What follows belongs to an exercise in optimizing a design on an open flow for small area, a short achievable clock period and few clock cycles per item; a production flow would make more cautious choices. At most, simulation tests tie the RTL to the original design; equivalence was not proved. Power figures rest on the tool's default switching activity, not on a simulated workload.

== job 101 ==
==> flow/design.v <==
module swar_scan (
    input  wire        clk,
    input  wire        rst,
    input  wire        cmd_valid,
    output wire        cmd_ready,
    input  wire [31:0] cmd,
    input  wire [63:0] a,
    input  wire [63:0] b,
    input  wire [7:0]  c,
    output reg         done,
    output reg         err,
    output wire [63:0] res,
    output wire        mem_req_valid,
    input  wire        mem_req_ready,
    output wire [63:0] mem_req_addr,
    input  wire        mem_rsp_valid,
    input  wire [63:0] mem_rsp_data
);
    reg        idle;        
    reg        go;          
    reg        thr;         
    reg        s1, s2;      
    reg        sc;          
    reg        first;       
    reg        rev, str;    
    reg [7:0]  tgt;         
    reg [2:0]  lenlo;       
    reg [63:0] addr;        
    reg [28:0] idx;         
    reg [31:0] u;           
    reg [1:0]  out;         
    reg [1:0]  drop;        
    reg [2:0]  pos;
    reg        nf;          
    reg        hi;          
    assign cmd_ready     = idle;
    assign mem_req_valid = go && thr;
    assign mem_req_addr  = addr;
    wire req_fire = go && thr && mem_req_ready;
    wire fire = cmd_valid && idle;
    wire [1:0] cur  = out - drop;
    wire rsp  = mem_rsp_valid && (drop == 2'd0);
    wire last = !go && (cur == 2'd1);
    wire mask_en = (rev ? first : last) && (lenlo != 3'd0);
    reg  [7:0] hit;
    integer i;
    always @* begin
        for (i = 0; i < 8; i = i + 1)
            hit[i] = (mem_rsp_data[8*i +: 8] == tgt) && !(mask_en && (i >= lenlo));
    end
    wire any = |hit;
    reg [2:0] fpos, lpos;
    integer j, k;
    always @* begin
        fpos = 3'd0;
        for (j = 7; j >= 0; j = j - 1)
            if (hit[j]) fpos = j[2:0];
        lpos = 3'd0;
        for (k = 0; k < 8; k = k + 1)
            if (hit[k]) lpos = k[2:0];
    end
    wire decide = rsp && (any || (!str && last));
    wire in_legal = ((cmd[7:0] == 8'h05 || cmd[7:0] == 8'h06) &&
                     cmd[31:12] == 20'd0 && cmd[10:8] == 3'd0)
                 || (cmd[31:0] == 32'h08);
    wire in_rev = cmd[1];
    wire in_str = cmd[3];
    wire in_run = in_legal && (in_str || b[31:0] != 32'd0);
    wire final_req = !str && (u == {31'd0, lenlo == 3'd0});
    integer lv, ii;
    wire        dn = (rev || s2) && !s1 && !sc;
    wire [28:0] alo = addr[31:3];
    reg  [28:0] alo_pp;                   
    always @* begin
        alo_pp = alo ^ {29{dn}};
        for (lv = 0; lv < 5; lv = lv + 1)
            for (ii = 0; ii < 29; ii = ii + 1)
                if ((ii >> lv) & 1)
                    alo_pp[ii] = alo_pp[ii] & alo_pp[((ii >> lv) << lv) - 1];
    end
    wire [28:0] alo_cnt = alo ^ {alo_pp[27:0], 1'b1};
    reg  [28:0] ag, ap;
    always @* begin
        ag = alo & idx;
        ap = alo ^ idx;
        for (lv = 0; lv < 5; lv = lv + 1)
            for (ii = 0; ii < 29; ii = ii + 1)
                if ((ii >> lv) & 1) begin
                    ag[ii] = ag[ii] | (ap[ii] & ag[((ii >> lv) << lv) - 1]);
                    ap[ii] = ap[ii] & ap[((ii >> lv) << lv) - 1];
                end
    end
    wire [28:0] alo_add = alo ^ idx ^ {ag[27:0], 1'b0};
    wire [28:0] alo_n = s1 ? alo_add : alo_cnt;
    wire        acy = sc || alo_pp[28];
    wire [31:0] ahi = addr[63:32];
    reg  [31:0] ahi_pp;
    always @* begin
        ahi_pp = ahi ^ {32{dn}};
        for (lv = 0; lv < 5; lv = lv + 1)
            for (ii = 0; ii < 32; ii = ii + 1)
                if ((ii >> lv) & 1)
                    ahi_pp[ii] = ahi_pp[ii] & ahi_pp[((ii >> lv) << lv) - 1];
    end
    wire [31:0] ahi_n = ahi ^ ({ahi_pp[30:0], 1'b1} & {32{acy}});
    wire        idn = rev && !s1;
    reg  [28:0] idx_pp;
    always @* begin
        idx_pp = idx ^ {29{idn}};
        for (lv = 0; lv < 5; lv = lv + 1)
            for (ii = 0; ii < 29; ii = ii + 1)
                if ((ii >> lv) & 1)
                    idx_pp[ii] = idx_pp[ii] & idx_pp[((ii >> lv) << lv) - 1];
    end
    wire [28:0] idx_n = idx ^ {idx_pp[27:0], 1'b1};
    wire        idx_wrap = idx_pp[28];        
    reg  [31:0] u_pp;
    always @* begin
        u_pp = ~u;
        for (lv = 0; lv < 5; lv = lv + 1)
            for (ii = 0; ii < 32; ii = ii + 1)
                if ((ii >> lv) & 1)
                    u_pp[ii] = u_pp[ii] & u_pp[((ii >> lv) << lv) - 1];
    end
    wire [31:0] u_n = u ^ {u_pp[30:0], 1'b1};
    wire        u_en = str ? (rsp && idx_wrap) : req_fire;
    wire [1:0] out_n = out + {1'b0, req_fire} - {1'b0, mem_rsp_valid};
    reg  [1:0] drop_n;
    reg        go_n, str_n;
    always @* begin
        drop_n = drop;
        if (mem_rsp_valid && drop != 2'd0) drop_n = drop - 2'd1;
        if (decide) drop_n = out_n;
        go_n = go;
        if (s1) go_n = !s2 && !ag[28];
        else if (sc) go_n = !s2;
        else if (s2) go_n = 1'b1;
        if (req_fire && final_req) go_n = 1'b0;
        if (decide) go_n = 1'b0;
        str_n = str;
        if (fire) begin
            go_n  = in_run && !in_rev;
            str_n = in_str;
        end
        if (rst) begin
            drop_n = 2'd0;
            go_n   = 1'b0;
        end
    end
    wire [1:0] rst_out_n = rst ? 2'd0 : out_n;
    always @(posedge clk) begin
        done <= 1'b0;
        out  <= rst_out_n;
        drop <= drop_n;
        go   <= go_n;
        str  <= str_n;
        thr  <= str_n ? (rst_out_n == drop_n) : (rst_out_n != 2'd3);
        if (rsp) begin
            first <= 1'b0;
            pos   <= rev ? lpos : fpos;
            nf    <= !any;
            hi    <= str && any;
        end
        if (rsp || (s1 && lenlo != 3'd0))
            idx <= idx_n;
        sc <= s1 && ag[28];
        s1 <= 1'b0;
        if (s2 && !s1 && !sc)
            s2 <= 1'b0;
        if (s1 || (s2 && !sc) || req_fire)
            addr[31:3] <= alo_n;
        if (sc || (s2 && !s1) || req_fire)
            addr[63:32] <= ahi_n;
        if (u_en)
            u <= u_n;
        if (decide) begin
            idle <= 1'b1;
            done <= 1'b1;
        end
        if (fire) begin
            err   <= !in_legal;
            tgt   <= in_str ? 8'h00 : c;
            addr  <= a;
            idx   <= in_rev ? b[31:3] : {29{1'b1}};
            u     <= in_str ? 32'd0 : {3'd0, b[31:3]};
            lenlo <= b[2:0];
            rev   <= in_rev;
            first <= 1'b1;
            s1    <= in_run && in_rev;
            s2    <= in_run && in_rev && (b[2:0] == 3'd0);
            if (in_run)
                idle <= 1'b0;
            else begin
                done <= 1'b1;
                nf   <= 1'b1;
                hi   <= 1'b0;
            end
        end
        if (rst) begin
            idle <= 1'b1;
            done <= 1'b0;
            s1   <= 1'b0;
            s2   <= 1'b0;
            sc   <= 1'b0;
        end
    end
    assign res = {~u & {32{hi}}, {idx, pos} | {32{nf}}};
endmodule
Settings: LEC_CHECK=0, CAP_MARGIN=20, CORE_MARGIN=2, CORE_UTILIZATION=40, SETUP_SLACK_MARGIN=3.5, SLEW_MARGIN=20; clock period 6.5 ns.
standard.sh (not shown) runs the stock make flow with config.mk's settings and CLKGATE_MAP_FILE= SYNTH_SCRIPT=/design/flow/synth_recipe.tcl, a recipe that flattens the netlist after the stock synthesis.
==> flow/flow/run.sh <==
#!/bin/bash
# Standard ORFS layout, with plain buf_1 cells as the port buffers.
set -euo pipefail
export BUFFER_PORTS_ARGS="-buffer_cell sky130_fd_sc_hd__buf_1"
bash standard.sh synth > synth.log 2>&1
bash standard.sh > layout.log 2>&1
Job 101 went all the way through synthesis, placement and routing and the layout is clean on timing, DRC and antenna.
Testbench counts of job 101, summed over its fixed seeds: cycles 19,806, commands 1,600.
diff inputs: job 101 => job 105
--- a/flow/design.v
+++ b/flow/design.v
@@ -30,17 +30,21 @@
     reg [31:0] u;           
     reg [1:0]  out;         
     reg [1:0]  drop;        
     reg [2:0]  pos;
     reg        nf;          
     reg        hi;          
-    assign cmd_ready     = idle;
+    reg        iw;          
+    reg        ini;         
+    reg        pd, pe;      
+    wire lp = !idle && !str && !go && !pd && (out == 2'd1) && (drop == 2'd0);
+    assign cmd_ready     = idle || (lp && mem_rsp_valid);
     assign mem_req_valid = go && thr;
     assign mem_req_addr  = addr;
     wire req_fire = go && thr && mem_req_ready;
-    wire fire = cmd_valid && idle;
+    wire fire = cmd_valid && cmd_ready;
     wire [1:0] cur  = out - drop;
     wire rsp  = mem_rsp_valid && (drop == 2'd0);
     wire last = !go && (cur == 2'd1);
     wire mask_en = (rev ? first : last) && (lenlo != 3'd0);
     reg  [7:0] hit;
     integer i;
@@ -78,55 +82,54 @@
                 if ((ii >> lv) & 1)
                     alo_pp[ii] = alo_pp[ii] & alo_pp[((ii >> lv) << lv) - 1];
     end
     wire [28:0] alo_cnt = alo ^ {alo_pp[27:0], 1'b1};
     reg  [28:0] ag, ap;
     always @* begin
-        ag = alo & idx;
-        ap = alo ^ idx;
+        ag = alo & u[28:0];
+        ap = alo ^ u[28:0];
         for (lv = 0; lv < 5; lv = lv + 1)
             for (ii = 0; ii < 29; ii = ii + 1)
                 if ((ii >> lv) & 1) begin
                     ag[ii] = ag[ii] | (ap[ii] & ag[((ii >> lv) << lv) - 1]);
                     ap[ii] = ap[ii] & ap[((ii >> lv) << lv) - 1];
                 end
     end
-    wire [28:0] alo_add = alo ^ idx ^ {ag[27:0], 1'b0};
+    wire [28:0] alo_add = alo ^ u[28:0] ^ {ag[27:0], 1'b0};
     wire [28:0] alo_n = s1 ? alo_add : alo_cnt;
     wire        acy = sc || alo_pp[28];
     wire [31:0] ahi = addr[63:32];
     reg  [31:0] ahi_pp;
     always @* begin
         ahi_pp = ahi ^ {32{dn}};
         for (lv = 0; lv < 5; lv = lv + 1)
             for (ii = 0; ii < 32; ii = ii + 1)
                 if ((ii >> lv) & 1)
                     ahi_pp[ii] = ahi_pp[ii] & ahi_pp[((ii >> lv) << lv) - 1];
     end
     wire [31:0] ahi_n = ahi ^ ({ahi_pp[30:0], 1'b1} & {32{acy}});
-    wire        idn = rev && !s1;
+    wire        idn = rev;
     reg  [28:0] idx_pp;
     always @* begin
         idx_pp = idx ^ {29{idn}};
         for (lv = 0; lv < 5; lv = lv + 1)
             for (ii = 0; ii < 29; ii = ii + 1)
                 if ((ii >> lv) & 1)
                     idx_pp[ii] = idx_pp[ii] & idx_pp[((ii >> lv) << lv) - 1];
     end
     wire [28:0] idx_n = idx ^ {idx_pp[27:0], 1'b1};
-    wire        idx_wrap = idx_pp[28];        
     reg  [31:0] u_pp;
     always @* begin
         u_pp = ~u;
         for (lv = 0; lv < 5; lv = lv + 1)
             for (ii = 0; ii < 32; ii = ii + 1)
                 if ((ii >> lv) & 1)
                     u_pp[ii] = u_pp[ii] & u_pp[((ii >> lv) << lv) - 1];
     end
     wire [31:0] u_n = u ^ {u_pp[30:0], 1'b1};
-    wire        u_en = str ? (rsp && idx_wrap) : req_fire;
+    wire        u_en = str ? (rsp && iw) : req_fire;
     wire [1:0] out_n = out + {1'b0, req_fire} - {1'b0, mem_rsp_valid};
     reg  [1:0] drop_n;
     reg        go_n, str_n;
     always @* begin
         drop_n = drop;
         if (mem_rsp_valid && drop != 2'd0) drop_n = drop - 2'd1;
@@ -158,14 +161,20 @@
         if (rsp) begin
             first <= 1'b0;
             pos   <= rev ? lpos : fpos;
             nf    <= !any;
             hi    <= str && any;
         end
-        if (rsp || (s1 && lenlo != 3'd0))
+        ini <= 1'b0;
+        if (ini) begin
+            idx <= rev ? u[28:0] : {29{1'b1}};
+            iw  <= 1'b1;
+        end else if (rsp && !(rev && first && lenlo != 3'd0)) begin
             idx <= idx_n;
+            iw  <= (idx == {{28{1'b1}}, 1'b0});
+        end
         sc <= s1 && ag[28];
         s1 <= 1'b0;
         if (s2 && !s1 && !sc)
             s2 <= 1'b0;
         if (s1 || (s2 && !sc) || req_fire)
             addr[31:3] <= alo_n;
@@ -173,36 +182,41 @@
             addr[63:32] <= ahi_n;
         if (u_en)
             u <= u_n;
         if (decide) begin
             idle <= 1'b1;
             done <= 1'b1;
+            err  <= 1'b0;
+        end
+        pd <= 1'b0;
+        if (pd) begin
+            idle <= 1'b1;
+            done <= 1'b1;
+            err  <= pe;
+            nf   <= 1'b1;
+            hi   <= 1'b0;
         end
         if (fire) begin
-            err   <= !in_legal;
+            pe    <= !in_legal;
             tgt   <= in_str ? 8'h00 : c;
             addr  <= a;
-            idx   <= in_rev ? b[31:3] : {29{1'b1}};
             u     <= in_str ? 32'd0 : {3'd0, b[31:3]};
             lenlo <= b[2:0];
             rev   <= in_rev;
             first <= 1'b1;
             s1    <= in_run && in_rev;
             s2    <= in_run && in_rev && (b[2:0] == 3'd0);
-            if (in_run)
-                idle <= 1'b0;
-            else begin
-                done <= 1'b1;
-                nf   <= 1'b1;
-                hi   <= 1'b0;
-            end
+            idle  <= 1'b0;
+            ini   <= in_run;
+            pd    <= !in_run;
         end
         if (rst) begin
             idle <= 1'b1;
             done <= 1'b0;
             s1   <= 1'b0;
             s2   <= 1'b0;
             sc   <= 1'b0;
+            pd   <= 1'b0;
         end
     end
     assign res = {~u & {32{hi}}, {idx, pos} | {32{nf}}};
 endmodule
## What came out
- Going from job 101 to job 105, standard cell core area grew by a few percent.
- Comparing job 105 and job 101, the higher overall power consumption was measured on job 105.
- Measured against each other, job 105 and job 101 differ in shortest period the worst path allows, the higher figure coming from job 105.
- From job 101 to job 105 the numbers moved as follows: proportion of synthesized area in mux cells rose by 0.27 points; final estimated routing congestion in global placement now larger; average routed wire per standard cell now sits lower.
- Per the comparison of job 105 with job 101, global-route usage over all layers went down by 0.91 points; non-clock inverter total of the final layout went down by about 7%; worst setup skew after layout was more or less identical.
- Between job 105 and job 101, the final cycle utilization of the critical path is lower for job 101.
- Against job 101, synthesized cell count in job 105 rose slightly.
- On worst hold slack: between job 105 and job 101, it ends up lower for job 101.
The RTL of job 105 was laid out without a check of its function.

-- separate check: timing with driven ports --
In the flow no input, the clock included, has a driving cell. The finished layouts below were timed again as built, in two steps.
Step 1 (the two cells are an assumption about what drives the block):
set clk [get_ports {clk}]
set_driving_cell -lib_cell sky130_fd_sc_hd__clkbuf_16 $clk
set_driving_cell -lib_cell sky130_fd_sc_hd__buf_2 [delete_from_list [all_inputs] $clk]
Step 2 times the ports against the registers' clock, not the clock port: input delays grow and output delays shrink by t, the midpoint of the rising clock arrivals with the driver on.
Slacks: ideal ports / drivers / drivers and shift; pairs: ideal ports / drivers.
| run | t (ns) | setup slack, ns | latest minus earliest clock arrival (ns) |
|---|---|---|---|
| job 101 | 0.498 | 3.387 / 3.387 / 3.082 | 0.017 / 0.016 |
| job 105 | 0.484 | 3.228 / 3.228 / 3.061 | 0.019 / 0.019 |
After both steps every run listed still meets setup and hold. The setup slack of job 101, which loses most, moves by 0.000 ns with the drivers and by -0.305 ns with both steps.
